What follows belongs to an exercise in optimizing a design on an open flow for small area; a production flow would make more cautious choices.
At most, simulation tests tie the RTL to the original design; equivalence was not proved.
The RTL of runs 1 to 3 was laid out without a check of its function.
Power figures rest on the tool's default switching activity, not on a simulated workload.

==> flow/config.mk <==
export PLATFORM = sky130hd
export DESIGN_NAME = ppsb_engine
export DESIGN_NICKNAME = ppsb_engine
export VERILOG_FILES = /design/flow/design.v
export SDC_FILE = /design/flow/constraint.sdc
export NUM_CORES = 4
export LEC_CHECK = 0
export ABC_AREA = 1
export CAP_MARGIN = 20
export CORE_MARGIN = 2
export CORE_UTILIZATION = 60
export CTS_BUF_LIST = sky130_fd_sc_hd__clkbuf_4 sky130_fd_sc_hd__clkbuf_8
export PLACE_DENSITY = 0.75
export SLEW_MARGIN = 20
==> flow/constraint.sdc <==
create_clock -name core_clock -period 6.0 [get_ports {clk}]
set_input_delay 1.2000 -clock core_clock [delete_from_list [all_inputs] [get_ports {clk}]]
set_output_delay 1.2000 -clock core_clock [all_outputs]
set_load 0.01 [all_outputs]
==> flow/design.v <==
module ppsb_engine (
    input  wire        clk,
    input  wire        rst,           
    input  wire        start,         
    input  wire [7:0]  op,            
    input  wire [31:0] opa,
    input  wire [31:0] opb,
    input  wire [31:0] clk_pwm,       
    input  wire [1:0]  pwm_corr,      
    input  wire        pwm_odd,       
    output wire        busy,
    output wire        done,          
    output wire [1:0]  err_code,      
    output wire [31:0] res0,
    output wire [31:0] res1,
    output reg  [1:0]  psc,           
    output reg  [4:0]  scalar,        
    output wire [10:0] bound,         
    output wire [10:0] duty,
    output wire [31:0] ratio,
    output wire [31:0] resid,
    output reg         fallback
);
    localparam [3:0] S_IDLE   = 4'd0,
                     S_DONE   = 4'd1,    
                     S_TRIAL  = 4'd2,    
                     S_COMMIT = 4'd3,    
                     S_FB     = 4'd4,    
                     S_CLAMP  = 4'd5,    
                     S_WAIT   = 4'd6,    
                     S_P0     = 4'd8,    
                     S_P1     = 4'd9,    
                     S_DV     = 4'd10,   
                     S_CORR   = 4'd11,   
                     S_BOOST  = 4'd12,   
                     S_HOR    = 4'd13,   
                     S_ADD50  = 4'd14,   
                     S_DV2    = 4'd15;   
    reg [3:0]  st;
    reg [31:0] A, B, T, D, R;
    reg [4:0]  ph;
    reg [5:0]  cnt;
    reg        dirty;
    reg        k_div, k_mul, k_pwm, k_pwmd, k_ill;
    reg [1:0]  k_w;
    reg [1:0]  k_corr;
    reg        k_odd;
    reg        nb, qins, S, cy, rd, qd;
    reg        fa, fb;
    reg [4:0]  rem;
    reg        qbig, qnz;
    reg [10:0] bq;        
    reg [10:0] dty;
    reg [4:0]  best;
    wire idle = (st == S_IDLE) | (st == S_DONE);
    assign busy     = ~idle;
    assign done     = (st == S_DONE);
    assign err_code = {k_div & ~fa, k_ill};
    assign res0  = A;
    assign res1  = B;
    assign ratio = T;
    assign bound = bq - 11'd1;
    assign duty  = dty;
    assign resid = {{27{fallback}}, best | {5{fallback}}};
    wire op_div  = (op == 8'h01) | (op == 8'h02) | (op == 8'h03) | (op == 8'h04);
    wire op_mul  = (op == 8'h08) | (op == 8'h09);
    wire op_pwm  = (op == 8'h10) | (op == 8'h11);
    wire op_pwmd = (op == 8'h11);
    wire op_nop  = (op == 8'h00);
    wire [1:0] op_w = op_div ? (op[1:0] - 2'd1) : op_mul ? {1'b0, op[0]} : 2'd3;
    wire [6:0] p_in = (opb[7:0] > 8'd100) ? 7'd100 : opb[6:0];
    wire load = idle & start;
    wire pa   = st[3];
    wire ph0  = (ph == 5'd0);
    wire ph31 = (ph == 5'd31);
    wire msk  = (ph[4:3] <= k_w);
    wire in_p0  = (st == S_P0);
    wire in_p1  = (st == S_P1);
    wire in_dv  = (st == S_DV);
    wire in_cb  = (st == S_CORR) | (st == S_BOOST);
    wire in_dv2 = (st == S_DV2);
    wire in_hor = (st == S_HOR);
    wire in_a50 = (st == S_ADD50);
    wire in_scan = (st == S_TRIAL) | (st == S_COMMIT);
    wire fin    = in_dv & (cnt == 6'd32);
    wire first  = (cnt == 6'd0);
    wire qr_out = (in_dv & ~k_pwm) ? R[0] : D[0];
    wire rr_out = in_dv ? (k_div ? B[0] : k_mul ? A[0] : T[0]) :
                  in_dv2 ? R[0] : D[0];
    wire dd     = in_dv ? (k_pwm ? R[0] : D[0]) :
                  ((ph == 5'd2) | (ph == 5'd5) | (ph == 5'd6));      
    wire qr_in  = ph0 ? qins : qd;
    wire [3:0] bsel = (st == S_CLAMP) ? ~ph[3:0] : (ph[3:0] + 4'd2);
    wire [15:0] bvec = {5'd0, bound};
    wire bwin = (ph >= 5'd14) & (ph <= 5'd24);
    wire bbit = ((st == S_CLAMP) | bwin) & bvec[bsel];
    wire ci_cur = (ph == 5'd14) ? 1'b1 : fa;
    wire incb = bbit ^ ci_cur;
    wire divm = (in_dv & ~k_mul) | in_dv2;
    wire sub  = ~S;
    wire aP   = (fin | in_a50) ? rr_out :
                ph0 ? (divm & nb) : (first ? 1'b0 : rd);
    wire aY   = fin ? (S & dd) :
                (in_dv & k_mul) ? (nb & dd) :
                divm ? (dd ^ sub) :
                in_hor ? (dty[10] & incb) :
                ((ph == 5'd15) | (ph == 5'd18) | (ph == 5'd19));      
    wire aC   = ph0 ? (divm & ~fin & sub) : cy;
    wire sum  = aP ^ aY ^ aC;
    wire cout = (aP & aY) | (aP & aC) | (aY & aC);
    wire Snew = ((first ? 1'b0 : rr_out)) ^ sub ^ cout;
    wire t1 = ph31 ? 1'b0 : D[1];
    wire t2 = (ph[4:1] == 4'hF) ? 1'b0 : T[2];
    wire hinc = ph0 ? 1'b1 : cy;
    reg  tx;
    always @(*) begin
        if (st == S_BOOST) tx = t2;
        else case (k_corr)
            2'd0:    tx = D[0];
            2'd1:    tx = ph0 ? 1'b0 : qd;
            2'd2:    tx = t1;
            default: tx = t1 ^ hinc;
        endcase
    end
    wire kbit   = (ph >= 5'd5) & (ph <= 5'd15);                     
    wire gt_cur = ph0 ? 1'b0 : fa;
    wire gt_nxt = (tx ^ kbit) ? tx : gt_cur;
    wire big_nxt = (ph0 ? 1'b0 : fb) | (tx & ph[4]);
    wire [3:0] j    = ph[3:0];
    wire [4:0] sk   = 5'd15 - {ph[3:0], 1'b0} - {ph[4], 4'd0};
    wire       sbit = T[sk];
    wire [4:0] remc = (j == 4'd0) ? 5'd0 : rem;
    wire [5:0] r2   = {remc, sbit};
    wire       ge   = (r2 > {1'b0, cnt[4:0]});
    wire [5:0] r2s  = r2 - {1'b0, cnt[4:0]} - 6'd1;
    wire [4:0] rn   = ge ? r2s[4:0] : r2[4:0];
    wire qbig_c = ((j == 4'd0) ? 1'b0 : qbig) | (ge & (j < 4'd5));
    wire qnz_c  = ((j == 4'd0) ? 1'b0 : qnz) | ge;
    wire accept = ~fb & ~qbig_c & qnz_c & (~k_odd | ge) & (fallback | (rn < best));
    wire cl_on  = ~ph[4] & (ph[3:0] >= 4'd5);
    wire cl_d   = dty[10];
    wire cl_gt  = fa ? fb : (cl_d & ~bbit);
    reg a_in, b_in, t_in, r_in, d_in;
    always @(*) begin
        a_in = A[0];
        b_in = B[0];
        t_in = T[0];
        r_in = R[0];
        d_in = D[0];
        case (st)
            S_P0: begin
                a_in = ~dirty & A[0];
                b_in = ~dirty & B[0];
                t_in = ~dirty & T[0];
                r_in = R[0] & msk;
                d_in = D[0] & msk;
            end
            S_P1: begin
                if (~fa) r_in = (ph0 & ~fb) | (D[4] & (ph < 5'd28));
            end
            S_DV: begin
                if (k_div) begin
                    b_in = sum;
                    r_in = qr_in;
                    if (fin) a_in = qr_in;
                end else if (k_mul) begin
                    a_in = sum;
                    b_in = 1'b0;
                    r_in = qr_in;
                end else begin
                    t_in = sum;
                    d_in = qr_in;
                end
            end
            S_CORR, S_BOOST: t_in = tx;
            S_HOR, S_ADD50:  d_in = sum;
            S_DV2: begin
                r_in = sum;
                d_in = qr_in;
            end
            default: ;
        endcase
    end
    wire hold = (st == S_WAIT);
    always @(posedge clk) begin
        A <= {a_in, A[31:1]};
        B <= {b_in, B[31:1]};
        T <= {t_in, T[31:1]};
        if (load)
            R <= opa;
        else if (~hold)
            R <= {r_in, R[31:1]};
        if (load)
            D <= op_pwm ? clk_pwm : opb;
        else if (~hold)
            D <= {d_in, D[31:1]};
        rd <= rr_out;
        qd <= qr_out;
        cy <= in_cb ? ((k_corr == 2'd3) & t1 & hinc) : cout;
    end
    always @(posedge clk) begin
        if (rst) begin
            st    <= S_IDLE;
            dirty <= 1'b1;
            ph    <= 5'd0;
        end else begin
            ph <= ph + 5'd1;
            case (st)
            S_IDLE, S_DONE: begin
                st <= S_IDLE;
                if (start) st <= ph31 ? S_P0 : S_WAIT;
            end
            S_WAIT: begin
                if (ph31) st <= S_P0;
            end
            S_P0: if (ph31) begin
                dirty <= 1'b0;
                if (k_pwm)
                    st <= S_P1;
                else if ((k_div & (fa | (D[0] & msk))) | k_mul)
                    st <= S_DV;
                else
                    st <= S_DONE;
            end
            S_P1: if (ph31) st <= S_DV;
            S_DV: if (ph31 & fin) st <= k_pwm ? S_CORR : S_DONE;
            S_CORR, S_BOOST: if (ph31) begin
                if (gt_nxt & ((st == S_CORR) | (psc != 2'd2)))
                    st <= S_BOOST;
                else
                    st <= S_TRIAL;
            end
            S_TRIAL, S_COMMIT: if (j == 4'd15) begin
                if ((st == S_TRIAL) & accept)
                    st <= S_COMMIT;
                else if (cnt[4:0] == 5'd31)
                    st <= S_FB;
                else
                    st <= S_TRIAL;
            end
            S_FB: if (ph31) st <= k_pwmd ? S_HOR : S_DONE;
            S_HOR:   if (ph31 & (cnt == 6'd10)) st <= S_ADD50;
            S_ADD50: if (ph31) st <= S_DV2;
            S_DV2:   if (ph31 & (cnt == 6'd17)) st <= S_CLAMP;
            S_CLAMP: if (ph31) st <= S_DONE;
            default: st <= S_IDLE;
            endcase
        end
    end
    always @(posedge clk) begin
        if (load) begin
            k_div  <= op_div;
            k_mul  <= op_mul;
            k_pwm  <= op_pwm;
            k_pwmd <= op_pwmd;
            k_ill  <= ~(op_div | op_mul | op_pwm | op_nop);
            k_w    <= op_w;
            k_corr <= pwm_corr;
            k_odd  <= pwm_odd;
            S      <= 1'b0;
            fa     <= 1'b0;
            fb     <= 1'b0;
        end
        case (st)
        S_P0: begin
            fa <= fa | (k_pwm ? R[0] : (D[0] & msk));
            fb <= fb | (D[0] & (ph >= 5'd4));
            if (ph31) begin
                nb  <= k_pwm ? D[0] : (R[0] & msk);
                cnt <= 6'd0;
            end
        end
        S_DV: if (ph31) begin
            nb <= qd;
            if (~k_mul & ~fin) begin
                S    <= Snew;
                qins <= ~Snew;
            end
            cnt <= cnt + 6'd1;
        end
        S_CORR, S_BOOST: begin
            fa <= gt_nxt;
            fb <= big_nxt;
            if (ph31) cnt <= 6'd0;
        end
        S_TRIAL, S_COMMIT: begin
            rem  <= rn;
            qbig <= qbig_c;
            qnz  <= qnz_c;
            if ((j == 4'd15) & ~((st == S_TRIAL) & accept))
                cnt <= (cnt[4:0] == 5'd31) ? 6'd0 : cnt + 6'd1;
        end
        S_HOR: begin
            fa <= bbit & ci_cur;
            if (ph31) cnt <= (cnt == 6'd10) ? 6'd0 : cnt + 6'd1;
        end
        S_ADD50: if (ph31) begin
            nb <= sum;
            S  <= 1'b0;
        end
        S_DV2: if (ph31) begin
            nb   <= qd;
            S    <= Snew;
            qins <= ~Snew;
            cnt  <= cnt + 6'd1;
            fa   <= 1'b0;
            fb   <= 1'b0;
        end
        S_CLAMP: if (cl_on & ~fa & (cl_d ^ bbit)) begin
            fa <= 1'b1;
            fb <= cl_d;
        end
        default: ;
        endcase
    end
    always @(posedge clk) begin
        if (rst) begin
            psc      <= 2'd0;
            scalar   <= 5'd0;
            best     <= 5'd0;
            fallback <= 1'b0;
            bq       <= 11'd1;
            dty      <= 11'd0;
        end else begin
            if (load & op_pwmd) dty <= {4'd0, p_in};
            if (load & op_pwm)  psc <= 2'd0;
            case (st)
            S_BOOST: if (ph31) psc <= psc + 2'd1;
            S_CORR:  if (ph31) fallback <= 1'b1;
            S_TRIAL: if ((j == 4'd15) & accept) begin
                best     <= rn;
                scalar   <= cnt[4:0];
                fallback <= 1'b0;
            end
            S_COMMIT: bq <= {bq[9:0], ge};
            S_FB: if (fallback) begin
                bq     <= {bq[9:0], 1'b1};
                scalar <= 5'd31;
            end
            S_HOR:  if (ph31) dty <= {dty[9:0], 1'b0};
            S_DV2:  if (ph31) dty <= {dty[9:0], ~Snew};
            S_CLAMP: if (cl_on) dty <= {dty[9:0], cl_gt ? bbit : cl_d};
            default: ;
            endcase
        end
    end
endmodule
==> flow/run.sh <==
#!/bin/bash
# synth_recipe.tcl (not shown) runs the flow's synth.tcl, then flattens the netlist and writes it again
# the make line also repeats each setting of config.mk as NAME=value (left out here)
make -C /OpenROAD-flow-scripts/flow DESIGN_CONFIG=/design/flow/config.mk WORK_HOME=/design/flow/orfs CLKGATE_MAP_FILE= SYNTH_SCRIPT=/design/flow/synth_recipe.tcl finish
==> results of run 1 <==
path summary, 6_finish.rpt:
check / to / cells past startpoint / slack, ns / startpoint
setup / recovery: cnt[3] / 25 / 0.90 / ph[0]
hold / removal: A[25] / 0 / 0.34 / A[26]
setup reg to reg: cnt[3] / 25 / 0.90 / ph[0]
hold reg to reg: A[25] / 0 / 0.34 / A[26]
critical path, cell delays in order (launching register included):
cell and delay [ns]:
sky130_fd_sc_hd__dfxtp_1 0.70, sky130_fd_sc_hd__inv_2 0.24, sky130_fd_sc_hd__ha_1 0.36, sky130_fd_sc_hd__inv_1 0.17, sky130_fd_sc_hd__nand2_1 0.16, sky130_fd_sc_hd__nand2_1 0.18, sky130_fd_sc_hd__nand2_1 0.09, sky130_fd_sc_hd__nand3_1 0.08
sky130_fd_sc_hd__nand3_1 0.09, sky130_fd_sc_hd__nand2_1 0.14, sky130_fd_sc_hd__ha_1 0.19, sky130_fd_sc_hd__inv_1 0.05, sky130_fd_sc_hd__fa_1 0.39, sky130_fd_sc_hd__nor2_1 0.12, sky130_fd_sc_hd__nor2_1 0.05, sky130_fd_sc_hd__xor2_1 0.13
sky130_fd_sc_hd__o21ai_0 0.31, sky130_fd_sc_hd__ha_1 0.20, sky130_fd_sc_hd__nand2_1 0.07, sky130_fd_sc_hd__nor2_1 0.11, sky130_fd_sc_hd__nand2_1 0.06, sky130_fd_sc_hd__nand2_1 0.05, sky130_fd_sc_hd__nand2_1 0.07, sky130_fd_sc_hd__nand2_1 0.17
sky130_fd_sc_hd__nand2_1 0.07, sky130_fd_sc_hd__a21oi_1 0.48
metal layers:
layer,share of wire [%],GRT usage [%],vias to the layer above
met5,0,0,-
met4,2.9,11.54,0
met3,8.9,8.494,75
met2,50,56.60,524
met1,38,40.07,4711
li1,-,-,4825
sequential cells by signal, summed over array words and instances, names as in the netlist, 2 cells and up:
signal,count
A,32
B,32
D,32
R,32
T,32
bq,11
dty,11
cnt,6
best,5
ph,5
rem,5
scalar,5
st,4
k_corr,2
k_w,2
psc,2
cell usage in the layout (no fill, tap or decap), types with 3 or more instances in the layout:
cell and instances:
sky130_fd_sc_hd__o211ai_1 13, sky130_fd_sc_hd__a211oi_1 3, sky130_fd_sc_hd__a31oi_1 9, sky130_fd_sc_hd__inv_1 119, sky130_fd_sc_hd__nor2_1 115, sky130_fd_sc_hd__o22ai_1 6
sky130_fd_sc_hd__nand3_1 49, sky130_fd_sc_hd__inv_2 17, sky130_fd_sc_hd__nand2_1 325, sky130_fd_sc_hd__a21oi_1 63, sky130_fd_sc_hd__nand4_1 6, sky130_fd_sc_hd__xnor2_1 3
sky130_fd_sc_hd__dfxtp_1 147, sky130_fd_sc_hd__nor4_1 3, sky130_fd_sc_hd__nor2_2 3, sky130_fd_sc_hd__o21ai_1 12, sky130_fd_sc_hd__o21ai_0 135, sky130_fd_sc_hd__clkbuf_4 12
sky130_fd_sc_hd__nor3_1 11, sky130_fd_sc_hd__clkbuf_8 49, sky130_fd_sc_hd__edfxtp_1 89, sky130_fd_sc_hd__o31ai_1 4, sky130_fd_sc_hd__ha_1 38, sky130_fd_sc_hd__nand2_2 10
sky130_fd_sc_hd__o21a_1 4, sky130_fd_sc_hd__nand3b_1 3, sky130_fd_sc_hd__o221ai_1 5, sky130_fd_sc_hd__clkinv_2 5, sky130_fd_sc_hd__buf_4 6, sky130_fd_sc_hd__clkdlybuf4s50_1 271
sky130_fd_sc_hd__xor2_1 12
report_power, final:
group          internal [mW]  total, mW  switching [mW]
Combinational          0.544       1.49           0.950
Sequential              2.11       2.30           0.190
Clock                  0.866       1.54           0.670
Total                   3.52       5.33            1.81
area by class of cell:
type / instances / area, um2 / share of cell area (%)
clock buffer: 61 / 764.5 / 5.276
clock inverter: 9 / 96.34 / 0.6649
inverter: 139 / 524.3 / 3.618
multi-input combinational: 862 / 4418 / 30.49
sequential: 236 / 5615 / 38.75
tap: 229 / 286.5 / 1.977
timing repair buffer: 278 / 2785 / 19.22
stage by stage:
step	hold slack [ns]	util [%]	cell area, um2	power [mW]
after CTS	0.3424	80.79	14460	5.322
after global routing	0.3449	80.94	14490	5.612
after floorplan	0.3817	-	10930	3.260
after detailed placement	0.3371	75.98	13600	3.766
after global placement	0.3319	75.98	13600	3.711
final	0.3400	80.94	14490	5.327
cells by family after synthesis:
family | after synthesis
buffers and inverters | 205
XOR/XNOR | 15
adder cells (fa/ha/maj) | 40
flip-flops | 236
AO/OA/AOI/OAI | 273
AND/OR/NAND/NOR | 534
==> out/metrics.yaml, run 1 <==
clock_tree:
  clkTransAtPathRegs_ns: 0.07
  clk_root_buf: "sky130_fd_sc_hd__clkbuf_8"
  cts-hold-fix-buffers: 0
  cts_tree: "done"
  cts_max_level: 2
  tritoncts_num_sinks: 236
  cts.path.max_buffers: 3
  cts_repair_resize_count: 0
  worstSkewPairLatency_ns: 0.55
  cts_inserted_buffers: 39
  cts_setup_buffers: 0
worst_setup_path:
  critical_path.max_fanout: 17
  critical_path_class: "reg -> reg"
  startpoint_type: "flip-flop"
  worstPathRequired_ns: 6.18
  cp.arrival_ns: 5.28
  capturing_element_type_of_the_critical_path: "flip-flop"
floorplanning:
  top_level_port_count: 272
  dieArea_mm2: 0.01932
  coreArea_mm2: 0.01790
  start_util_pct: 61.08
  floorplan.die.width_um: 139.0
  core.rowCount: 49
  die_height_um: 139.0
layout:
  area_growth_pct: 32.52
  filler_cell_count: 1127
  post_layout_nonfiller_instances: 1814
  drive_above_1_share_pct: 7.823
  nets: 1706
  antenna-diode-count: 0
routing:
  routed_wl_um: 32550
  drc_violation_count_after_routing: 0
  vias_after_detailed_routing: 10140
  first_iter_violations: 765
  avgViaCountPerCell: 5.587
  detail_route.wl_per_cell_um: 17.95
  drtPass1Iterations: 6
  postRouteAntennaNets: 0
place:
  routabilityCongestion: 0.9967
  final_hpwl_from_detailed_placement_um: 22570
  io_buffers: 271
  setup_ws_pre_cts_ns: 0.9939
  dpl.cell_count: 1743
timing:
  final_period_minus_worst_setup_slack_ns: 5.099
  fin_ws_ns: 0.9010
  final_min_period_over_clock_period_pct: 84.98
  fin_skew_ns: 0.009570
  grt_setup_unrepaired: "false"
  final-setup-viol-count: 0
  slew_headroom_pct: 30.72
  setup_total_negative_slack_ns: 0
  fmax_mhz: 196.1
  slew_violations: 0
  max_slew.worst_pin.slew_ns: 1.039
  finalHoldViolations: 0
status:
  status: "finished clean"
logic_synthesis:
  synth_compound_area_share_pct: 14.27
  synth_most_common_cell: "sky130_fd_sc_hd__nand2_1"
  synth_async_sr_flop_share_pct: 0
  synth_top_area_share_pct: 26.91
  synthSimpleGateAreaFrac_pct: 20.17
  most_used_dff_post_synth: "sky130_fd_sc_hd__dfxtp_1"
  mappedNetlistArea_mm2: 0.01093
  number_of_flops_mapped_to_enable_cells_by_yosys: 89
  syn_avg_cell_area_um2: 8.392
  synth_top_family_by_area: "simple AND/OR/NAND/NOR gates"
  synthMuxAreaShare_pct: 0
  synthesis.yosys.warnings: 1
  yosysSeqAreaShare_pct: 51.36
  synth_cell_type_count: 58
  yosys.area_share.xor_xnor_pct: 1.202
  number_of_cells_produced_by_synthesis: 1303
  yosys_register_bits: 236
  largest_area_contributor_in_the_netlist: "sky130_fd_sc_hd__dfxtp_1"
  synth_top_cells_by_count: "sky130_fd_sc_hd__nand2_1, sky130_fd_sc_hd__dfxtp_1, sky130_fd_sc_hd__o21ai_0"
  synth_top_cells_by_area: "sky130_fd_sc_hd__dfxtp_1, sky130_fd_sc_hd__edfxtp_1, sky130_fd_sc_hd__nand2_1, sky130_fd_sc_hd__o21ai_0, sky130_fd_sc_hd__ha_1"
  synth_adder_area_share_pct: 4.714
  synth.net_count: 1453
power_and_ir_drop:
  power-per-cell-area_mw_per_mm2: 367.6
  power_leakage_nw: 6.122
  peakVddDrop_mv: 0.3071
global_routing:
  antenna_violations_before_repair: 0
  global_route.usage.total_pct: 32.84
  vias_in_the_first_global_route: 9902
  gr-total-overflow: 0
  global_route_wire_length_before_repair_um: 51230
  grt_max_degree: 70
worst_hold_path:
  hold_path_class: "reg -> reg"
flow_run:
  max_cap_violations: 0
==> run 2: changes to the inputs <==
==> flow/flow/run.sh (new file) <==
#!/bin/bash
# Layout flow: the standard flow, with the smallest buffer cell on each
# port and a clock tree without dummy loads. Full output in standard.log.
set -e
export BUFFER_PORTS_ARGS="-buffer_cell sky130_fd_sc_hd__buf_1"
export CTS_ARGS="-sink_clustering_enable -repair_clock_nets -sink_clustering_size 30 -sink_clustering_max_diameter 80 -buf_list sky130_fd_sc_hd__clkbuf_16 -dont_use_dummy_load"
bash standard.sh > standard.log 2>&1
==> flow/standard.sh (new file) <==
#!/bin/bash
# synth_recipe.tcl (not shown) runs the flow's synth.tcl, then flattens the netlist and writes it again
# the make line also repeats each setting of config.mk as NAME=value (left out here)
make -C /OpenROAD-flow-scripts/flow DESIGN_CONFIG=/design/flow/config.mk WORK_HOME=/design/flow/orfs CLKGATE_MAP_FILE= SYNTH_SCRIPT=/design/flow/synth_recipe.tcl "${@:-finish}"
--- a/flow/config.mk
+++ b/flow/config.mk
@@ -9,6 +9,5 @@
 export CAP_MARGIN = 20
 export CORE_MARGIN = 2
 export CORE_UTILIZATION = 60
-export CTS_BUF_LIST = sky130_fd_sc_hd__clkbuf_4 sky130_fd_sc_hd__clkbuf_8
 export PLACE_DENSITY = 0.75
 export SLEW_MARGIN = 20
removed: flow/run.sh
==> run 2 against run 1 <==
Compared with the run above: register-to-register slack got worse by 0.08 ns; clock power fell by 43%; via count is 5.0% lower; wire length fell by 14%; non-clock buffer count fell by 1; critical path depth grew 2; still clean on timing, DRC and antenna; largest cell class unchanged; die area unchanged; critical endpoint is now scalar[0].
==> out/metrics.yaml, run 2 <==
logic_synthesis:
  synth_top_cells_by_count: "sky130_fd_sc_hd__nand2_1, sky130_fd_sc_hd__dfxtp_1, sky130_fd_sc_hd__o21ai_0"
  number_of_cells_produced_by_synthesis: 1303  # unchanged
  synthesis.yosys.warnings: 1  # unchanged
  synth_cell_type_count: 58  # unchanged
  synth_async_sr_flop_share_pct: 0  # unchanged
  syn_avg_cell_area_um2: 8.392  # unchanged
  synth_top_area_share_pct: 26.91  # unchanged
  yosys_register_bits: 236  # unchanged
  synth.net_count: 1453  # unchanged
  most_used_dff_post_synth: "sky130_fd_sc_hd__dfxtp_1"
  largest_area_contributor_in_the_netlist: "sky130_fd_sc_hd__dfxtp_1"
  yosysSeqAreaShare_pct: 51.36  # unchanged
  synth_top_cells_by_area: "sky130_fd_sc_hd__dfxtp_1, sky130_fd_sc_hd__edfxtp_1, sky130_fd_sc_hd__nand2_1, sky130_fd_sc_hd__o21ai_0, sky130_fd_sc_hd__ha_1"
  number_of_flops_mapped_to_enable_cells_by_yosys: 89  # unchanged
  synth_most_common_cell: "sky130_fd_sc_hd__nand2_1"
  mappedNetlistArea_mm2: 0.01093  # unchanged
timing:
  hold-worst-slack_ns: 0.3240  # -0.01600 ns
  final_min_period_over_clock_period_pct: 86.24  # +1.3 points
  fin_ws_ns: 0.8257  # -0.07530 ns
  max_slew.worst_pin.slew_ns: 1.029  # -0.01029 ns
  slew_violations: 0  # unchanged
  fin_skew_ns: 0.04659  # +0.03702 ns
  final_period_minus_worst_setup_slack_ns: 5.174  # +0.07530 ns
  fmax_mhz: 193.3  # -1.5%
  setup_total_negative_slack_ns: 0  # unchanged
  final-setup-viol-count: 0  # unchanged
  slew_headroom_pct: 31.15  # +0.43 points
  grt_setup_unrepaired: "false"
  finalHoldViolations: 0  # unchanged
floorplanning:
  die_height_um: 139.0  # unchanged
  coreArea_mm2: 0.01790  # unchanged
  top_level_port_count: 272  # unchanged
  start_util_pct: 61.08  # unchanged
  dieArea_mm2: 0.01932  # unchanged
  floorplan.die.width_um: 139.0  # unchanged
  core.rowCount: 49  # unchanged
worst_setup_path:
  cp.arrival_ns: 5.49  # +0.21 ns
  startpoint_type: "flip-flop"
  critical_path_class: "reg -> reg"
  worstPathRequired_ns: 6.32  # +0.14 ns
  critical_path_buf_inv_count: 4  # +1
  worstReg2RegEnd: "scalar[0]"
  critPathMostFrequentCell: "sky130_fd_sc_hd__nand2_1"
  timing.critical_path.max_delay_family: "simple AND/OR/NAND/NOR gates"
  rrSetupSlack_ns: 0.83  # -0.08 ns
  slowest_stage: "sky130_fd_sc_hd__dfxtp_1"
  cp.depth: 27  # +8.0%
  capturing_element_type_of_the_critical_path: "flip-flop"
  ff2ff_path_depth: 27  # +8.0%
  critical_path.max_fanout: 17  # unchanged
  stage_delay_of_the_slowest_cell_on_the_critical_path_ns: 0.71  # about the same
  worst_r2r_startpoint: "ph[0]"
clock_tree:
  cts_max_level: 1  # -1
  tritoncts_num_sinks: 236  # unchanged
  cts-hold-fix-buffers: 0  # unchanged
  clk_root_buf: "sky130_fd_sc_hd__clkbuf_16"
  cts_inserted_buffers: 13  # -67%
  cts_repair_resize_count: 0  # unchanged
  cts_tree: "done"
  cts.path.max_buffers: 3  # unchanged
  cts_setup_buffers: 0  # unchanged
  clkTransAtPathRegs_ns: 0.10  # +0.03 ns
  worstSkewPairLatency_ns: 0.49  # -0.06 ns
layout:
  layout.cells.most_common_list: "sky130_fd_sc_hd__nand2_1, sky130_fd_sc_hd__buf_1, sky130_fd_sc_hd__dfxtp_1"
  antenna-diode-count: 0  # unchanged
  mostFrequentLayoutCell: "sky130_fd_sc_hd__nand2_1"
  drive_above_1_share_pct: 4.322  # -3.5 points
  area_growth_pct: 11.87
  nets: 1679  # -1.6%
  filler_cell_count: 1548  # +37%
routing:
  detail_route.wl_per_cell_um: 16.01  # -11%
  postRouteAntennaNets: 0  # unchanged
  routed_wl_um: 28110  # -14%
  first_iter_violations: 682  # -11%
  avgViaCountPerCell: 5.486  # -1.8%
  drtPass1Iterations: 6  # unchanged
  vias_after_detailed_routing: 9633  # -5.0%
  drc_violation_count_after_routing: 0  # unchanged
place:
  setup_ws_pre_cts_ns: 0.9463  # -0.04762 ns
  routabilityCongestion: 0.9551  # -4.2%
  final_hpwl_from_detailed_placement_um: 20410  # -9.6%
  io_buffers: 271  # unchanged
worst_hold_path:
  worst_hold_path.endpoint: "B[14]"
  holdCritStartpoint: "B[15]"
  hold_path_class: "reg -> reg"
  hold-path-cell-count: 0  # unchanged
power_and_ir_drop:
  peakVddDrop_mv: 0.2921  # -4.9%
  power-per-cell-area_mw_per_mm2: 368.7  # +0.29%
  power_leakage_nw: 5.150  # -16%
global_routing:
  gr-total-overflow: 0  # unchanged
  global_route_wire_length_before_repair_um: 44520  # -13%
  vias_in_the_first_global_route: 8787  # -11%
  antenna_violations_before_repair: 0  # unchanged
  grt_max_degree: 71  # +1.4%
  global_route.usage.total_pct: 27.98  # -4.9 points
status:
  status: "finished clean"
flow_run:
  max_cap_violations: 0  # unchanged
## run 2: cell counts after synthesis
Identical to the previous run, type by type.
## run 2: final cells by class
| cell class | count | area (um2) | area share [%] |
|---|---|---|---|
| Sequential cell | 236 | 5615 | 45.91 |
| Multi-Input combinational cell | 862 | 4418 | 36.12 |
| Timing Repair Buffer | 277 | 1062 | 8.685 |
| Clock buffer | 13 | 325.3 | 2.660 |
| Inverter | 139 | 524.3 | 4.286 |
| Tap cell | 229 | 286.5 | 2.342 |
## run 2: worst max-delay path by stage
stage,from,slack (ns),to
global placement,ph[0],1.20,cnt[0]
global route,ph[0],0.36,scalar[0]
finish,ph[0],0.83,scalar[0]
detailed placement,ph[0],0.95,cnt[0]
CTS,ph[0],0.86,fallback
floorplan,ph[0],2.00,cnt[0]
## run 2: kinds of logic after synthesis
group / after synthesis / share of synthesized area (%)
XOR/XNOR: 15 / 1.202
adder cells (fa/ha/maj): 40 / 4.715
flip-flops: 236 / 51.36
AO/OA/AOI/OAI: 273 / 14.27
AND/OR/NAND/NOR: 534 / 20.17
buffers and inverters: 205 / 8.285
## run 2: report_power, final
group	internal, mW	switching [mW]	total, mW
combinational	0.440	0.908	1.35
clock	0.390	0.487	0.877
sequential	2.10	0.181	2.28
## run 2: worst register-to-register path: stages (launching register included)
cell                       delay, ns
sky130_fd_sc_hd__dfxtp_1        0.71
sky130_fd_sc_hd__inv_2          0.24
sky130_fd_sc_hd__ha_1           0.37
sky130_fd_sc_hd__inv_1          0.17
sky130_fd_sc_hd__nand2_1        0.15
sky130_fd_sc_hd__nand2_1        0.16
sky130_fd_sc_hd__nand2_1        0.07
sky130_fd_sc_hd__nand3_1        0.07
sky130_fd_sc_hd__nand3_1        0.08
sky130_fd_sc_hd__nand2_1        0.15
sky130_fd_sc_hd__ha_1           0.19
sky130_fd_sc_hd__inv_1          0.06
sky130_fd_sc_hd__fa_1           0.40
sky130_fd_sc_hd__nor2_1         0.13
sky130_fd_sc_hd__nor2_1         0.06
sky130_fd_sc_hd__xor2_1         0.13
sky130_fd_sc_hd__o21ai_0        0.36
sky130_fd_sc_hd__ha_1           0.33
sky130_fd_sc_hd__nand2_1        0.09
sky130_fd_sc_hd__nor2_1         0.05
sky130_fd_sc_hd__a211oi_1       0.18
sky130_fd_sc_hd__nand2_1        0.08
sky130_fd_sc_hd__nand2_1        0.10
sky130_fd_sc_hd__nand3_2        0.26
sky130_fd_sc_hd__inv_2          0.21
sky130_fd_sc_hd__nand2_1        0.06
sky130_fd_sc_hd__o21ai_1        0.07
sky130_fd_sc_hd__a21oi_1        0.08
## run 2: metrics by stage
step / cell area (um2) / utilization, % / power, mW / std cells
finish: 12230 / 68.33 / 4.510 / 1756
global route: 12230 / 68.33 / 4.792 / 1756
CTS: 12230 / 68.33 / 4.517 / 1756
detailed placement: 11910 / 66.51 / 3.647 / 1743
global placement: 11910 / 66.51 / 3.607 / 1743
floorplan: 10930 / - / 3.260 / 1303
## run 2: metal layers
layer / part of all wire [%] / routed length (um) / global-route usage, % / up-vias
li1: - / - / - / 4737
met1: 41 / 11620 / 37.53 / 4462
met2: 48 / 13570 / 46.49 / 387
met3: 7.7 / 2156 / 5.145 / 47
met4: 2.7 / 760 / 8.612 / 0
met5: 0 / 0 / 0 / -
==> run 3: changes to the inputs <==
==> flow/flow/run.sh (replaced) <==
#!/bin/bash
# Layout flow: the standard flow, with the smallest buffer cell on each
# port and a clock tree without dummy loads. Full output in standard.log.
set -e
export BUFFER_PORTS_ARGS="-buffer_cell sky130_fd_sc_hd__buf_1"
export CTS_ARGS="-sink_clustering_enable -repair_clock_nets -sink_clustering_size 16 -sink_clustering_max_diameter 50 -buf_list sky130_fd_sc_hd__clkbuf_8 -dont_use_dummy_load"
bash standard.sh > standard.log 2>&1
==> run 3 against run 2 <==
Compared with the run above: synthesized area unchanged; critical path type unchanged; highest routed layer unchanged; cell area grew 0.27%; synthesized cell count is the same; utilization rose by 0.18 points; combinational power about the same; largest cell class unchanged; largest power group unchanged.
==> out/metrics.yaml, run 3 <==
worst_setup_path:
  slowest_stage: "sky130_fd_sc_hd__dfxtp_1"
  critical_path_class: "reg -> reg"
  worst_r2r_startpoint: "ph[0]"
  capturing_element_type_of_the_critical_path: "flip-flop"
  worstPathRequired_ns: 6.16  # -0.16 ns
  critical_path_buf_inv_count: 3  # -1
  critPathMostFrequentCell: "sky130_fd_sc_hd__nand2_1"
  stage_delay_of_the_slowest_cell_on_the_critical_path_ns: 0.71  # about the same
  cp.arrival_ns: 5.33  # -0.16 ns
  rrSetupSlack_ns: 0.83  # about the same
  critical_path.max_fanout: 17  # unchanged
  startpoint_type: "flip-flop"
  worstReg2RegEnd: "cnt[3]"
  ff2ff_path_depth: 25  # -7.4%
  timing.critical_path.max_delay_family: "simple AND/OR/NAND/NOR gates"
power_and_ir_drop:
  power_leakage_nw: 5.177  # +0.52%
  peakVddDrop_mv: 0.2562  # -12%
  power-per-cell-area_mw_per_mm2: 369.7  # +0.27%
place:
  final_hpwl_from_detailed_placement_um: 20410  # unchanged
  routabilityCongestion: 0.9551  # unchanged
  io_buffers: 271  # unchanged
  placedInstanceArea_mm2: 0.01191  # unchanged
  setup_ws_pre_cts_ns: 0.9463  # unchanged
  dpl.cell_count: 1743  # unchanged
logic_synthesis:
  synth_top_area_share_pct: 26.91  # unchanged
  mappedNetlistArea_mm2: 0.01093  # unchanged
  yosys_register_bits: 236  # unchanged
  synthesis.yosys.warnings: 1  # unchanged
  synth_async_sr_flop_share_pct: 0  # unchanged
  synth_top_cells_by_area: "sky130_fd_sc_hd__dfxtp_1, sky130_fd_sc_hd__edfxtp_1, sky130_fd_sc_hd__nand2_1, sky130_fd_sc_hd__o21ai_0, sky130_fd_sc_hd__ha_1"
  yosysSeqAreaShare_pct: 51.36  # unchanged
  most_used_dff_post_synth: "sky130_fd_sc_hd__dfxtp_1"
  number_of_cells_produced_by_synthesis: 1303  # unchanged
  synth_cell_type_count: 58  # unchanged
  syn_avg_cell_area_um2: 8.392  # unchanged
  synth.net_count: 1453  # unchanged
  number_of_flops_mapped_to_enable_cells_by_yosys: 89  # unchanged
  largest_area_contributor_in_the_netlist: "sky130_fd_sc_hd__dfxtp_1"
  synth_top_cells_by_count: "sky130_fd_sc_hd__nand2_1, sky130_fd_sc_hd__dfxtp_1, sky130_fd_sc_hd__o21ai_0"
  synth_most_common_cell: "sky130_fd_sc_hd__nand2_1"
status:
  status: "finished clean"
clock_tree:
  cts_tree: "done"
  cts.path.max_buffers: 3  # unchanged
  cts-hold-fix-buffers: 0  # unchanged
  cts_repair_resize_count: 0  # unchanged
  tritoncts_num_sinks: 236  # unchanged
  clk_root_buf: "sky130_fd_sc_hd__clkbuf_8"
  clkTransAtPathRegs_ns: 0.09  # about the same
  cts_setup_buffers: 0  # unchanged
  worstSkewPairLatency_ns: 0.56  # +0.07 ns
  cts_inserted_buffers: 26  # +13
  cts_max_level: 1  # unchanged
floorplanning:
  dieArea_mm2: 0.01932  # unchanged
  top_level_port_count: 272  # unchanged
  coreArea_mm2: 0.01790  # unchanged
  core.rowCount: 49  # unchanged
  floorplan.die.width_um: 139.0  # unchanged
  start_util_pct: 61.08  # unchanged
  die_height_um: 139.0  # unchanged
layout:
  post_layout_nonfiller_instances: 1769  # +0.74%
  seqCellArea_mm2: 0.005615  # unchanged
  nets: 1692  # +0.77%
  layout.cells.most_common_list: "sky130_fd_sc_hd__nand2_1, sky130_fd_sc_hd__buf_1, sky130_fd_sc_hd__dfxtp_1"
  antenna-diode-count: 0  # unchanged
  layout.cell_area.non_filler_mm2: 0.01226  # +0.27%
  mostFrequentLayoutCell: "sky130_fd_sc_hd__nand2_1"
  area_growth_pct: 12.16
  multiInputGateArea_mm2: 0.004418  # unchanged
  filler_cell_count: 1542  # -0.39%
  drive_above_1_share_pct: 5.130  # +0.81 points
timing:
  final-setup-viol-count: 0  # unchanged
  slew_violations: 0  # unchanged
  finalHoldViolations: 0  # unchanged
  final_min_period_over_clock_period_pct: 86.14  # -0.10 points
  grt_setup_unrepaired: "false"
  fin_ws_ns: 0.8318  # +0.006142 ns
  fin_skew_ns: 0.03684  # -0.009750 ns
  final_period_minus_worst_setup_slack_ns: 5.168  # -0.006142 ns
  hold-worst-slack_ns: 0.3388  # +0.01484 ns
  setup_total_negative_slack_ns: 0  # unchanged
  slew_headroom_pct: 31.81  # +0.66 points
  max_slew.worst_pin.slew_ns: 1.022  # -0.007206 ns
  fmax_mhz: 193.5  # +0.12%
global_routing:
  grt_max_degree: 71  # unchanged
  global_route.usage.total_pct: 28.14  # +0.16 points
  antenna_violations_before_repair: 0  # unchanged
  vias_in_the_first_global_route: 8925  # +1.6%
  global_route_wire_length_before_repair_um: 44770  # +0.58%
  gr-total-overflow: 0  # unchanged
routing:
  first_iter_violations: 687  # +0.73%
  routed_wl_um: 28200  # +0.32%
  detail_route.wl_per_cell_um: 15.94  # -0.42%
  vias_after_detailed_routing: 9658  # +0.26%
  drc_violation_count_after_routing: 0  # unchanged
  avgViaCountPerCell: 5.460  # -0.48%
  postRouteAntennaNets: 0  # unchanged
  drtPass1Iterations: 5  # -1
worst_hold_path:
  holdCritStartpoint: "B[8]"
  worst_hold_path.endpoint: "B[7]"
  hold_path_class: "reg -> reg"
  hold-path-cell-count: 0  # unchanged
flow_run:
  max_cap_violations: 0  # unchanged
[run 3: cell count changes in the layout (fill, tap and decap cells not counted)]
cell | previous run | this run
sky130_fd_sc_hd__clkbuf_16 | 13 | 0
sky130_fd_sc_hd__clkbuf_8 | 0 | 26
[run 3: stage by stage]
| stage | power, mW | utilization [%] |
|---|---|---|
| floorplan | 3.260 | - |
| global placement | 3.607 | 66.51 |
| detailed placement | 3.647 | 66.51 |
| CTS | 4.545 | 68.51 |
| global route | 4.828 | 68.51 |
| finish | 4.534 | 68.51 |
[run 3: worst max path at each step]
| stage | start | endpoint | depth (start not counted) |
|---|---|---|---|
| after floorplan | ph[0] | cnt[0] | 25 |
| after global placement | ph[0] | cnt[0] | 25 |
| after detailed placement | ph[0] | cnt[0] | 25 |
| after CTS | ph[0] | cnt[3] | 25 |
| after global routing | ph[0] | scalar[4] | 27 |
| final | ph[0] | cnt[3] | 25 |
[run 3: power breakdown]
group	internal [mW]	switching, mW	leakage (nW)	total (mW)
clock	0.384	0.519	0.187	0.903
combinational	0.440	0.905	2.87	1.35
sequential	2.11	0.180	2.12	2.29
total	2.93	1.60	5.18	4.53
[run 3: cell families after synthesis]
group	count (synthesis)	share of synthesized area (%)
buf+inv	205	8.285
xor+xnor	15	1.202
simple gates	534	20.17
compound gates	273	14.27
flops	236	51.36
fa+ha+maj	40	4.715
[run 3: area by class of cell]
type                    instances  share of cell area, %
well taps                     229                  2.336
multi-input cells             862                  36.02
flip-flops and latches        236                  45.79
clock buffers                  26                  2.918
inverters                     139                  4.275
repair buffers                277                  8.661
[run 3: metal layers]
layer,vias to the layer above,GRT usage (%),wire length (um)
li1,4755,-,-
met1,4464,37.23,11820
met2,384,46.49,13350
met3,55,5.801,2301
met4,0,9.463,729
met5,-,0,0
[run 3: worst register-to-register path, cell delays in order (launching register included)]
cell                       delay, ns
sky130_fd_sc_hd__dfxtp_1        0.71
sky130_fd_sc_hd__inv_2          0.25
sky130_fd_sc_hd__ha_1           0.37
sky130_fd_sc_hd__inv_1          0.17
sky130_fd_sc_hd__nand2_1        0.15
sky130_fd_sc_hd__nand2_1        0.16
sky130_fd_sc_hd__nand2_1        0.07
sky130_fd_sc_hd__nand3_1        0.07
sky130_fd_sc_hd__nand3_1        0.08
sky130_fd_sc_hd__nand2_1        0.15
sky130_fd_sc_hd__ha_1           0.19
sky130_fd_sc_hd__inv_1          0.06
sky130_fd_sc_hd__fa_1           0.41
sky130_fd_sc_hd__nor2_1         0.13
sky130_fd_sc_hd__nor2_1         0.06
sky130_fd_sc_hd__xor2_1         0.13
sky130_fd_sc_hd__o21ai_0        0.35
sky130_fd_sc_hd__ha_1           0.21
sky130_fd_sc_hd__nand2_1        0.07
sky130_fd_sc_hd__nor2_1         0.10
sky130_fd_sc_hd__a211oi_1       0.05
sky130_fd_sc_hd__nand2_1        0.07
sky130_fd_sc_hd__nand2_1        0.08
sky130_fd_sc_hd__nand2_1        0.16
sky130_fd_sc_hd__nand2_1        0.07
sky130_fd_sc_hd__a21oi_1        0.48
==> run 4: changes to the inputs <==
--- a/flow/design.v
+++ b/flow/design.v
@@ -52,6 +52,51 @@
     reg [10:0] bq;        
     reg [10:0] dty;
     reg [4:0]  best;
+    function automatic [4:0] inc5(input [4:0] x);
+        integer i;
+        reg c;
+        begin
+            c = 1'b1;
+            for (i = 0; i < 5; i = i + 1) begin
+                inc5[i] = x[i] ^ c;
+                c = c & x[i];
+            end
+        end
+    endfunction
+    function automatic [5:0] inc6(input [5:0] x);
+        integer i;
+        reg c;
+        begin
+            c = 1'b1;
+            for (i = 0; i < 6; i = i + 1) begin
+                inc6[i] = x[i] ^ c;
+                c = c & x[i];
+            end
+        end
+    endfunction
+    function automatic [10:0] dec11(input [10:0] x);
+        integer i;
+        reg b;
+        begin
+            b = 1'b1;
+            for (i = 0; i < 11; i = i + 1) begin
+                dec11[i] = x[i] ^ b;
+                b = b & ~x[i];
+            end
+        end
+    endfunction
+    function automatic [6:0] add6(input [5:0] a, input [5:0] b, input ci);
+        integer i;
+        reg c;
+        begin
+            c = ci;
+            for (i = 0; i < 6; i = i + 1) begin
+                add6[i] = a[i] ^ b[i] ^ c;
+                c = (a[i] & b[i]) | (a[i] & c) | (b[i] & c);
+            end
+            add6[6] = c;
+        end
+    endfunction
     wire idle = (st == S_IDLE) | (st == S_DONE);
     assign busy     = ~idle;
     assign done     = (st == S_DONE);
@@ -59,7 +104,7 @@
     assign res0  = A;
     assign res1  = B;
     assign ratio = T;
-    assign bound = bq - 11'd1;
+    assign bound = dec11(bq);
     assign duty  = dty;
     assign resid = {{27{fallback}}, best | {5{fallback}}};
     wire op_div  = (op == 8'h01) | (op == 8'h02) | (op == 8'h03) | (op == 8'h04);
@@ -67,7 +112,7 @@
     wire op_pwm  = (op == 8'h10) | (op == 8'h11);
     wire op_pwmd = (op == 8'h11);
     wire op_nop  = (op == 8'h00);
-    wire [1:0] op_w = op_div ? (op[1:0] - 2'd1) : op_mul ? {1'b0, op[0]} : 2'd3;
+    wire [1:0] op_w = op_div ? {op[1] ~^ op[0], ~op[0]} : op_mul ? {1'b0, op[0]} : 2'd3;
     wire [6:0] p_in = (opb[7:0] > 8'd100) ? 7'd100 : opb[6:0];
     wire load = idle & start;
     wire pa   = st[3];
@@ -90,7 +135,8 @@
     wire dd     = in_dv ? (k_pwm ? R[0] : D[0]) :
                   ((ph == 5'd2) | (ph == 5'd5) | (ph == 5'd6));      
     wire qr_in  = ph0 ? qins : qd;
-    wire [3:0] bsel = (st == S_CLAMP) ? ~ph[3:0] : (ph[3:0] + 4'd2);
+    wire [3:0] bsel = (st == S_CLAMP) ? ~ph[3:0] :
+                      {ph[3] ^ (ph[2] & ph[1]), ph[2] ^ ph[1], ~ph[1], ph[0]};
     wire [15:0] bvec = {5'd0, bound};
     wire bwin = (ph >= 5'd14) & (ph <= 5'd24);
     wire bbit = ((st == S_CLAMP) | bwin) & bvec[bsel];
@@ -127,16 +173,19 @@
     wire gt_nxt = (tx ^ kbit) ? tx : gt_cur;
     wire big_nxt = (ph0 ? 1'b0 : fb) | (tx & ph[4]);
     wire [3:0] j    = ph[3:0];
-    wire [4:0] sk   = 5'd15 - {ph[3:0], 1'b0} - {ph[4], 4'd0};
+    wire [4:0] sk   = {ph[3] ^ ph[4], ~ph[2:0], 1'b1};    
     wire       sbit = T[sk];
     wire [4:0] remc = (j == 4'd0) ? 5'd0 : rem;
     wire [5:0] r2   = {remc, sbit};
-    wire       ge   = (r2 > {1'b0, cnt[4:0]});
-    wire [5:0] r2s  = r2 - {1'b0, cnt[4:0]} - 6'd1;
+    wire [6:0] r2d  = add6(r2, {1'b1, ~cnt[4:0]}, 1'b0);    
+    wire       ge   = r2d[6];
+    wire [5:0] r2s  = r2d[5:0];
     wire [4:0] rn   = ge ? r2s[4:0] : r2[4:0];
     wire qbig_c = ((j == 4'd0) ? 1'b0 : qbig) | (ge & (j < 4'd5));
     wire qnz_c  = ((j == 4'd0) ? 1'b0 : qnz) | ge;
-    wire accept = ~fb & ~qbig_c & qnz_c & (~k_odd | ge) & (fallback | (rn < best));
+    wire [6:0] bcmp = add6({1'b0, rn}, {1'b1, ~best}, 1'b1);   
+    wire       lt_n = bcmp[6];                                 
+    wire accept = ~fb & ~qbig_c & qnz_c & (~k_odd | ge) & (fallback | ~lt_n);
     wire cl_on  = ~ph[4] & (ph[3:0] >= 4'd5);
     wire cl_d   = dty[10];
     wire cl_gt  = fa ? fb : (cl_d & ~bbit);
@@ -204,7 +253,7 @@
             dirty <= 1'b1;
             ph    <= 5'd0;
         end else begin
-            ph <= ph + 5'd1;
+            ph <= inc5(ph);
             case (st)
             S_IDLE, S_DONE: begin
                 st <= S_IDLE;
@@ -276,7 +325,7 @@
                 S    <= Snew;
                 qins <= ~Snew;
             end
-            cnt <= cnt + 6'd1;
+            cnt <= inc6(cnt);
         end
         S_CORR, S_BOOST: begin
             fa <= gt_nxt;
@@ -288,11 +337,11 @@
             qbig <= qbig_c;
             qnz  <= qnz_c;
             if ((j == 4'd15) & ~((st == S_TRIAL) & accept))
-                cnt <= (cnt[4:0] == 5'd31) ? 6'd0 : cnt + 6'd1;
+                cnt <= (cnt[4:0] == 5'd31) ? 6'd0 : inc6(cnt);
         end
         S_HOR: begin
             fa <= bbit & ci_cur;
-            if (ph31) cnt <= (cnt == 6'd10) ? 6'd0 : cnt + 6'd1;
+            if (ph31) cnt <= (cnt == 6'd10) ? 6'd0 : inc6(cnt);
         end
         S_ADD50: if (ph31) begin
             nb <= sum;
@@ -302,7 +351,7 @@
             nb   <= qd;
             S    <= Snew;
             qins <= ~Snew;
-            cnt  <= cnt + 6'd1;
+            cnt  <= inc6(cnt);
             fa   <= 1'b0;
             fb   <= 1'b0;
         end
@@ -325,7 +374,7 @@
             if (load & op_pwmd) dty <= {4'd0, p_in};
             if (load & op_pwm)  psc <= 2'd0;
             case (st)
-            S_BOOST: if (ph31) psc <= psc + 2'd1;
+            S_BOOST: if (ph31) psc <= {psc[1] ^ psc[0], ~psc[0]};
             S_CORR:  if (ph31) fallback <= 1'b1;
             S_TRIAL: if ((j == 4'd15) & accept) begin
                 best     <= rn;
==> flow/flow/run.sh (replaced) <==
#!/bin/bash
# Layout flow: the standard flow, with the smallest buffer cell on each
# port and a clock tree without dummy loads. Full output in standard.log.
set -e
export BUFFER_PORTS_ARGS="-buffer_cell sky130_fd_sc_hd__buf_1"
export CTS_ARGS="-sink_clustering_enable -repair_clock_nets -sink_clustering_size 30 -sink_clustering_max_diameter 80 -buf_list sky130_fd_sc_hd__clkbuf_16 -dont_use_dummy_load"
bash standard.sh > standard.log 2>&1
==> run 4 against run 3 <==
Compared with the run above: worst setup slack improved by 0.34 ns; fmax increased by 6.9%; via count decreased by 7.9%; synthesized area decreased by 3.6%; wire length decreased by 7.6%; count of clock-buffer cells in the layout decreased by 13; still clean; critical path depth increased by 4; combinational power increased by 7%.
==> out/metrics.yaml, run 4 <==
status:
  status: "finished clean"
power_and_ir_drop:
  peakVddDrop_mv: 0.2853  # +11%
  power_switching_share_pct: 35.89  # +0.51 points
  total_power_mw: 4.719  # +4.1%
  clockPowerShare_pct: 18.3  # -1.6 points
  p_int_mw: 3.025  # +3.3%
  power_leakage_nw: 5.070  # -2.1%
  power-per-cell-area_mw_per_mm2: 398.5  # +7.8%
  switching_power_mw: 1.694  # +5.6%
  seq_power_share_pct: 50.9  # +0.5 points
  power_frac_comb_pct: 30.8  # +1.1 points
place:
  final_hpwl_from_detailed_placement_um: 19320  # -5.4%
  routabilityCongestion: 1.001  # +4.8%
  io_buffers: 271  # unchanged
  setup_ws_pre_cts_ns: 1.156  # +0.2098 ns
layout:
  nets: 1587  # -6.2%
  area_growth_pct: 12.36
  antenna-diode-count: 0  # unchanged
  filler_cell_count: 1467  # -4.9%
  drive_above_1_share_pct: 4.193  # -0.94 points
  seqCellArea_mm2: 0.005615  # unchanged
  multiInputGateArea_mm2: 0.004023  # -8.9%
  mostFrequentLayoutCell: "sky130_fd_sc_hd__nand2_1"
  layout.cells.most_common_list: "sky130_fd_sc_hd__nand2_1, sky130_fd_sc_hd__buf_1, sky130_fd_sc_hd__dfxtp_1"
logic_synthesis:
  synth_top_cells_by_count: "sky130_fd_sc_hd__nand2_1, sky130_fd_sc_hd__dfxtp_1, sky130_fd_sc_hd__inv_1"
  synth_async_sr_flop_share_pct: 0  # unchanged
  syn_avg_cell_area_um2: 8.753  # +4.3%
  synth_top_area_share_pct: 27.92  # +1.0 points
  synth_cell_type_count: 56  # -3.4%
  yosys_register_bits: 236  # unchanged
  synth_top_cells_by_area: "sky130_fd_sc_hd__dfxtp_1, sky130_fd_sc_hd__edfxtp_1, sky130_fd_sc_hd__nand2_1, sky130_fd_sc_hd__o21ai_0, sky130_fd_sc_hd__ha_1"
  number_of_flops_mapped_to_enable_cells_by_yosys: 89  # unchanged
  synth_most_common_cell: "sky130_fd_sc_hd__nand2_1"
  mappedNetlistArea_mm2: 0.01054  # -3.6%
  yosysSeqAreaShare_pct: 53.28  # +1.9 points
  synth.net_count: 1358  # -6.5%
  largest_area_contributor_in_the_netlist: "sky130_fd_sc_hd__dfxtp_1"
  number_of_cells_produced_by_synthesis: 1204  # -7.6%
  most_used_dff_post_synth: "sky130_fd_sc_hd__dfxtp_1"
  synthesis.yosys.warnings: 1  # unchanged
worst_setup_path:
  ff2ff_path_depth: 29  # +16%
  worst_r2r_startpoint: "bq[0]"
  worstReg2RegEnd: "dty[0]"
  critical_path.max_fanout: 4  # -13
  worstPathRequired_ns: 6.37  # +0.21 ns
  startpoint_type: "flip-flop"
  rrSetupSlack_ns: 1.17  # +0.34 ns
  critical_path_class: "reg -> reg"
  slowest_stage: "sky130_fd_sc_hd__fa_1"
  stage_delay_of_the_slowest_cell_on_the_critical_path_ns: 0.44  # -0.27 ns
  cp.arrival_ns: 5.20  # -0.13 ns
  critPathMostFrequentCell: "sky130_fd_sc_hd__ha_1"
  capturing_element_type_of_the_critical_path: "flip-flop"
clock_tree:
  cts-hold-fix-buffers: 0  # unchanged
  clkTransAtPathRegs_ns: 0.10  # about the same
  cts_max_level: 1  # unchanged
  cts_tree: "done"
  cts_inserted_buffers: 13  # -50%
  tritoncts_num_sinks: 236  # unchanged
  cts_setup_buffers: 0  # unchanged
  worstSkewPairLatency_ns: 0.48  # -0.08 ns
  cts.path.max_buffers: 3  # unchanged
  clk_root_buf: "sky130_fd_sc_hd__clkbuf_16"
  cts_repair_resize_count: 0  # unchanged
routing:
  postRouteAntennaNets: 0  # unchanged
  avgViaCountPerCell: 5.373  # -1.6%
  detail_route.wl_per_cell_um: 15.74  # -1.3%
  drc_violation_count_after_routing: 0  # unchanged
  drtPass1Iterations: 5  # unchanged
  first_iter_violations: 594  # -14%
  routed_wl_um: 26070  # -7.6%
  vias_after_detailed_routing: 8898  # -7.9%
worst_hold_path:
  hold-path-cell-count: 0  # unchanged
  worst_hold_path.endpoint: "B[0]"
  holdCritStartpoint: "B[1]"
  hold_path_class: "reg -> reg"
timing:
  finalHoldViolations: 0  # unchanged
  fmax_mhz: 206.9  # +6.9%
  final-setup-viol-count: 0  # unchanged
  final_period_minus_worst_setup_slack_ns: 4.832  # -0.3358 ns
  setup_total_negative_slack_ns: 0  # unchanged
  hold-worst-slack_ns: 0.3479  # +0.009094 ns
  fin_skew_ns: 0.05086  # +0.01402 ns
  grt_setup_unrepaired: "false"
  slew_headroom_pct: 34.60  # +2.8 points
  max_slew.worst_pin.slew_ns: 0.9787  # -0.04305 ns
  final_min_period_over_clock_period_pct: 80.54  # -5.6 points
  fin_ws_ns: 1.168  # +0.3358 ns
  slew_violations: 0  # unchanged
global_routing:
  gr-total-overflow: 0  # unchanged
  global_route.usage.total_pct: 27.41  # -0.73 points
  vias_in_the_first_global_route: 8178  # -8.4%
  global_route_wire_length_before_repair_um: 40860  # -8.7%
  grt_max_degree: 68  # -4.2%
  antenna_violations_before_repair: 0  # unchanged
floorplanning:
  top_level_port_count: 272  # unchanged
  start_util_pct: 61.14  # +0.065 points
  coreArea_mm2: 0.01724  # -3.7%
  dieArea_mm2: 0.01864  # -3.5%
  floorplan.die.width_um: 136.5  # -1.8%
  core.rowCount: 48  # -2.0%
  die_height_um: 136.5  # -1.8%
flow_run:
  max_cap_violations: 0  # unchanged
run 4: changes by cell type after synthesis, sizes merged, moves of 9 or more:
cell,before,now
a21oi,64,53
nand2,336,288
o21ai,147,124
xor2,12,3
run 4: worst max-delay path: cells and delay by family, from the launching register on:
kind | cells | cell delay, ns
adders and majority gates | 11 | 2.41
AOI/OAI and AO/OA | 8 | 1.01
and+or+nand+nor | 6 | 0.57
DFF | 1 | 0.33
xor gates and xnor gates | 2 | 0.32
buffers and inverters | 2 | 0.13
run 4: power groups by stage:
stage | clock, mW | sequential [mW] | combinational (mW)
final | 0.866 | 2.40 | 1.45
after global routing | 0.939 | 2.45 | 1.66
after CTS | 0.883 | 2.40 | 1.45
after detailed placement | 0 | 2.43 | 1.44
after global placement | 0 | 2.42 | 1.41
after floorplan | 0 | 2.39 | 1.04
run 4: final cells by class:
| class | count | share of cell area [%] |
|---|---|---|
| timing repair buffer | 276 | 8.907 |
| sequential | 236 | 47.42 |
| clock buffer | 13 | 2.747 |
| tap | 225 | 2.377 |
| multi-input combinational | 763 | 33.97 |
| inverter | 143 | 4.575 |
run 4: per-layer routing:
metal	part of all wire [%]	track usage (%)	up-vias
li1	-	-	4403
met1	42	36.62	4111
met2	48	45.33	332
met3	7.4	5.111	52
met4	2.6	8.565	0
met5	0	0	-
run 4: worst max-delay path by stage:
stage | end | startpoint | cells past startpoint
floorplan | dty[0] | bq[0] | 29
global placement | dty[0] | bq[0] | 29
detailed placement | dty[0] | bq[0] | 29
CTS | dty[0] | bq[0] | 29
global route | dty[0] | bq[0] | 29
finish | dty[0] | bq[0] | 29
run 4: logic make-up (layout without fill, tap and decap cells):
logic type                 after synthesis  after routing  share of synthesized area, %
and+or+nand+nor                        480            480                         19.15
buffers and inverters                  205            432                         8.596
muxes                                    2              2                        0.1900
xor gates and xnor gates                 5              5                        0.4156
adders and majority gates               44             44                         5.580
DFF                                    236            236                         53.28
AOI/OAI and AO/OA                      232            232                         12.79
run 4: stage by stage:
stage	utilization (%)	cell area, um2	cells
after floorplan	-	10540	1204
after global placement	66.81	11520	1643
after detailed placement	66.81	11520	1643
after CTS	68.70	11840	1656
after global routing	68.70	11840	1656
final	68.70	11840	1656
==> run 5: changes to the inputs <==
--- a/flow/design.v
+++ b/flow/design.v
@@ -41,10 +41,9 @@
     reg [4:0]  ph;
     reg [5:0]  cnt;
     reg        dirty;
-    reg        k_div, k_mul, k_pwm, k_pwmd, k_ill;
+    reg        k_div, k_mul, k_pwm, k_pwmd;
     reg [1:0]  k_w;
-    reg [1:0]  k_corr;
-    reg        k_odd;
+    reg        k_odd;         
     reg        nb, qins, S, cy, rd, qd;
     reg        fa, fb;
     reg [4:0]  rem;
@@ -100,7 +99,7 @@
     wire idle = (st == S_IDLE) | (st == S_DONE);
     assign busy     = ~idle;
     assign done     = (st == S_DONE);
-    assign err_code = {k_div & ~fa, k_ill};
+    assign err_code = {k_div & ~fa, k_odd & ~k_pwm};
     assign res0  = A;
     assign res1  = B;
     assign ratio = T;
@@ -161,7 +160,7 @@
     reg  tx;
     always @(*) begin
         if (st == S_BOOST) tx = t2;
-        else case (k_corr)
+        else case (psc)              
             2'd0:    tx = D[0];
             2'd1:    tx = ph0 ? 1'b0 : qd;
             2'd2:    tx = t1;
@@ -245,7 +244,7 @@
             D <= {d_in, D[31:1]};
         rd <= rr_out;
         qd <= qr_out;
-        cy <= in_cb ? ((k_corr == 2'd3) & t1 & hinc) : cout;
+        cy <= in_cb ? ((psc == 2'd3) & t1 & hinc) : cout;
     end
     always @(posedge clk) begin
         if (rst) begin
@@ -302,10 +301,8 @@
             k_mul  <= op_mul;
             k_pwm  <= op_pwm;
             k_pwmd <= op_pwmd;
-            k_ill  <= ~(op_div | op_mul | op_pwm | op_nop);
             k_w    <= op_w;
-            k_corr <= pwm_corr;
-            k_odd  <= pwm_odd;
+            k_odd  <= op_pwm ? pwm_odd : ~(op_div | op_mul | op_nop);
             S      <= 1'b0;
             fa     <= 1'b0;
             fb     <= 1'b0;
@@ -372,10 +369,13 @@
             dty      <= 11'd0;
         end else begin
             if (load & op_pwmd) dty <= {4'd0, p_in};
-            if (load & op_pwm)  psc <= 2'd0;
+            if (load & op_pwm)  psc <= pwm_corr;
             case (st)
             S_BOOST: if (ph31) psc <= {psc[1] ^ psc[0], ~psc[0]};
-            S_CORR:  if (ph31) fallback <= 1'b1;
+            S_CORR:  if (ph31) begin
+                fallback <= 1'b1;
+                psc      <= 2'd0;
+            end
             S_TRIAL: if ((j == 4'd15) & accept) begin
                 best     <= rn;
                 scalar   <= cnt[4:0];
--- a/flow/config.mk
+++ b/flow/config.mk
@@ -8,6 +8,6 @@
 export ABC_AREA = 1
 export CAP_MARGIN = 20
 export CORE_MARGIN = 2
-export CORE_UTILIZATION = 60
-export PLACE_DENSITY = 0.75
+export CORE_UTILIZATION = 75
+export PLACE_DENSITY = 0.85
 export SLEW_MARGIN = 20
==> run 5 against run 4 <==
Compared with the run above: still clean; synthesized cell count rose by 0.17%; sequential power decreased by 8%; fmax fell by 2.8%; worst setup slack worse by 0.14 ns; sequential share of layout area is 0.63 points lower; non-clock buffer count is 1 higher; synthesized area increased by 0.89%; cell count shrank 2.9%; combinational power decreased by 22%; power fell by 12%; largest power group unchanged; highest routed layer unchanged.
==> out/metrics.yaml, run 5 <==
global_routing:
  grtUsageMet3_pct: 6.780  # +1.7 points
  vias_in_the_first_global_route: 8655  # +5.8%
  global_route_wire_length_before_repair_um: 42270  # +3.4%
  top_usage_layer: "met2"
  grt_use_met1_pct: 45.16  # +8.5 points
  global_route.usage.total_pct: 35.57  # +8.2 points
  gr-total-overflow: 0  # unchanged
  grt_max_degree: 70  # +2.9%
  antenna_violations_before_repair: 0  # unchanged
logic_synthesis:
  yosys_register_bits: 233  # -1.3%
  synth_cell_type_count: 62  # +11%
  synthMuxAreaShare_pct: 0  # -0.19 points
  synthesis.yosys.warnings: 1  # unchanged
  mappedNetlistArea_mm2: 0.01063  # +0.89%
  synth_compound_area_share_pct: 13.01  # +0.23 points
  synth_top_area_share_pct: 27.68  # -0.25 points
  syn_avg_cell_area_um2: 8.816  # +0.72%
  synth_top_family_by_area: "simple AND/OR/NAND/NOR gates"
  most_used_dff_post_synth: "sky130_fd_sc_hd__dfxtp_1"
  synth_adder_area_share_pct: 5.884  # +0.30 points
  synth.net_count: 1363  # +0.37%
worst_hold_path:
  hold-path-cell-count: 0  # unchanged
  hold_path_class: "reg -> reg"
  worst_hold_path.endpoint: "B[10]"
worst_setup_path:
  slowest_stage: "sky130_fd_sc_hd__nor3_1"
  startpoint_type: "flip-flop"
  critical_path.max_fanout: 14  # +10
  ff2ff_path_depth: 18  # -38%
  worstPathRequired_ns: 6.11  # -0.26 ns
  critical_path_class: "reg -> reg"
  rrSetupSlack_ns: 1.03  # -0.14 ns
  worstReg2RegEnd: "cnt[2]"
  cp.arrival_ns: 5.08  # -0.12 ns
  stage_delay_of_the_slowest_cell_on_the_critical_path_ns: 0.68  # +0.24 ns
  critPathMostFrequentCell: "sky130_fd_sc_hd__fa_1"
clock_tree:
  cts_setup_buffers: 0  # unchanged
  clk_root_buf: "sky130_fd_sc_hd__clkbuf_16"
  cts_tree: "done"
  cts_max_level: 1  # unchanged
  cts_repair_resize_count: 0  # unchanged
  clkTransAtPathRegs_ns: 0.11  # about the same
  cts.path.max_buffers: 3  # unchanged
  tritoncts_num_sinks: 233  # -1.3%
floorplanning:
  die_height_um: 123.1  # -9.9%
  start_util_pct: 76.60  # +15 points
  floorplan.die.width_um: 123.1  # -9.9%
  core.rowCount: 43  # -10%
timing:
  slew_headroom_pct: 31.62  # -3.0 points
  final_min_period_over_clock_period_pct: 82.82  # +2.3 points
  final-setup-viol-count: 0  # unchanged
  setup_total_negative_slack_ns: 0  # unchanged
  fin_skew_ns: 0.02170  # -0.02916 ns
  fmax_mhz: 201.2  # -2.8%
  grt_setup_unrepaired: "false"
  final_period_minus_worst_setup_slack_ns: 4.969  # +0.1371 ns
layout:
  mostFrequentLayoutCell: "sky130_fd_sc_hd__nand2_1"
  antenna-diode-count: 0  # unchanged
  nets: 1587  # unchanged
  filler_cell_count: 811  # -45%
  area_growth_pct: 11.06
  post_layout_nonfiller_instances: 1608  # -2.9%
routing:
  first_iter_violations: 974  # +64%
  drc_violation_count_after_routing: 0  # unchanged
  routed_wl_um: 27250  # +4.6%
place:
  io_buffers: 271  # unchanged
  final_hpwl_from_detailed_placement_um: 20340  # +5.3%
  dpl.cell_count: 1597  # -2.8%
  routabilityCongestion: 1.012  # +1.1%
power_and_ir_drop:
  power-per-cell-area_mw_per_mm2: 350.3  # -12%
  power_leakage_nw: 5.006  # -1.3%
status:
  status: "finished clean"
run 5: area by class of cell:
type | instances | area [um2] | share of cell area [%]
Clock buffer | 11 | 275.3 | 2.331
Inverter | 141 | 541.8 | 4.588
Multi-Input combinational cell | 766 | 4179 | 35.39
Sequential cell | 233 | 5525 | 46.79
Tap cell | 180 | 225.2 | 1.907
Timing Repair Buffer | 277 | 1062 | 8.996
run 5: worst max-delay path by stage:
stage,endpoint,cells after the start,slack (ns),startpoint
finish,cnt[2],18,1.03,ph[0]
global route,cnt[2],19,0.72,ph[1]
CTS,cnt[2],18,1.08,ph[0]
detailed placement,cnt[5],21,1.12,ph[0]
global placement,dty[0],31,1.32,bq[0]
floorplan,dty[0],31,1.50,bq[0]
run 5: critical path, delay by kind of cell (launching register included):
| family | cells | cell delay [ns] |
|---|---|---|
| adder cells (fa/ha/maj) | 5 | 1.70 |
| AND/OR/NAND/NOR | 7 | 1.61 |
| flip-flops | 1 | 0.62 |
| buffers and inverters | 5 | 0.51 |
| AO/OA/AOI/OAI | 1 | 0.17 |
run 5: metal layers:
layer  up-vias  wire, um
li1       4390         -
met1      4237     10240
met2       528     13240
met3       100      2693
met4         0      1082
met5         -         0
run 5: cell families (layout without fill, tap and decap cells):
kind of cell,count (synthesis),in the layout
AOI/OAI and AO/OA,235,235
and+or+nand+nor,479,479
buffers and inverters,207,429
DFF,233,233
adders and majority gates,47,47
xor gates and xnor gates,5,5
run 5: where the power goes:
part / internal [mW] / switching (mW) / leakage (nW)
Sequential: 2.04 / 0.159 / 2.09
Combinational: 0.355 / 0.779 / 2.78
Clock: 0.333 / 0.473 / 0.136
Total: 2.73 / 1.41 / 5.01
run 5: through the flow:
| step | util, % | power [mW] | setup slack (ns) | area [um2] |
|---|---|---|---|---|
| after detailed placement | 83.09 | 3.334 | 1.116 | 11530 |
| after CTS | 85.07 | 4.104 | 1.082 | 11810 |
| final | 85.07 | 4.136 | 1.031 | 11810 |
| after global placement | 83.04 | 3.273 | 1.320 | 11530 |
| after floorplan | - | 2.992 | 1.502 | 10630 |
| after global routing | 85.07 | 4.343 | 0.7232 | 11810 |

Re-timed with assumed drivers on the ports (clkbuf_16 on the clock, buf_2 on other inputs), run 5 has 1.031 ns of setup slack against 1.031 ns with ideal ports, and 1.031 ns once port delays also move by the mid clock arrival of 0.505 ns.
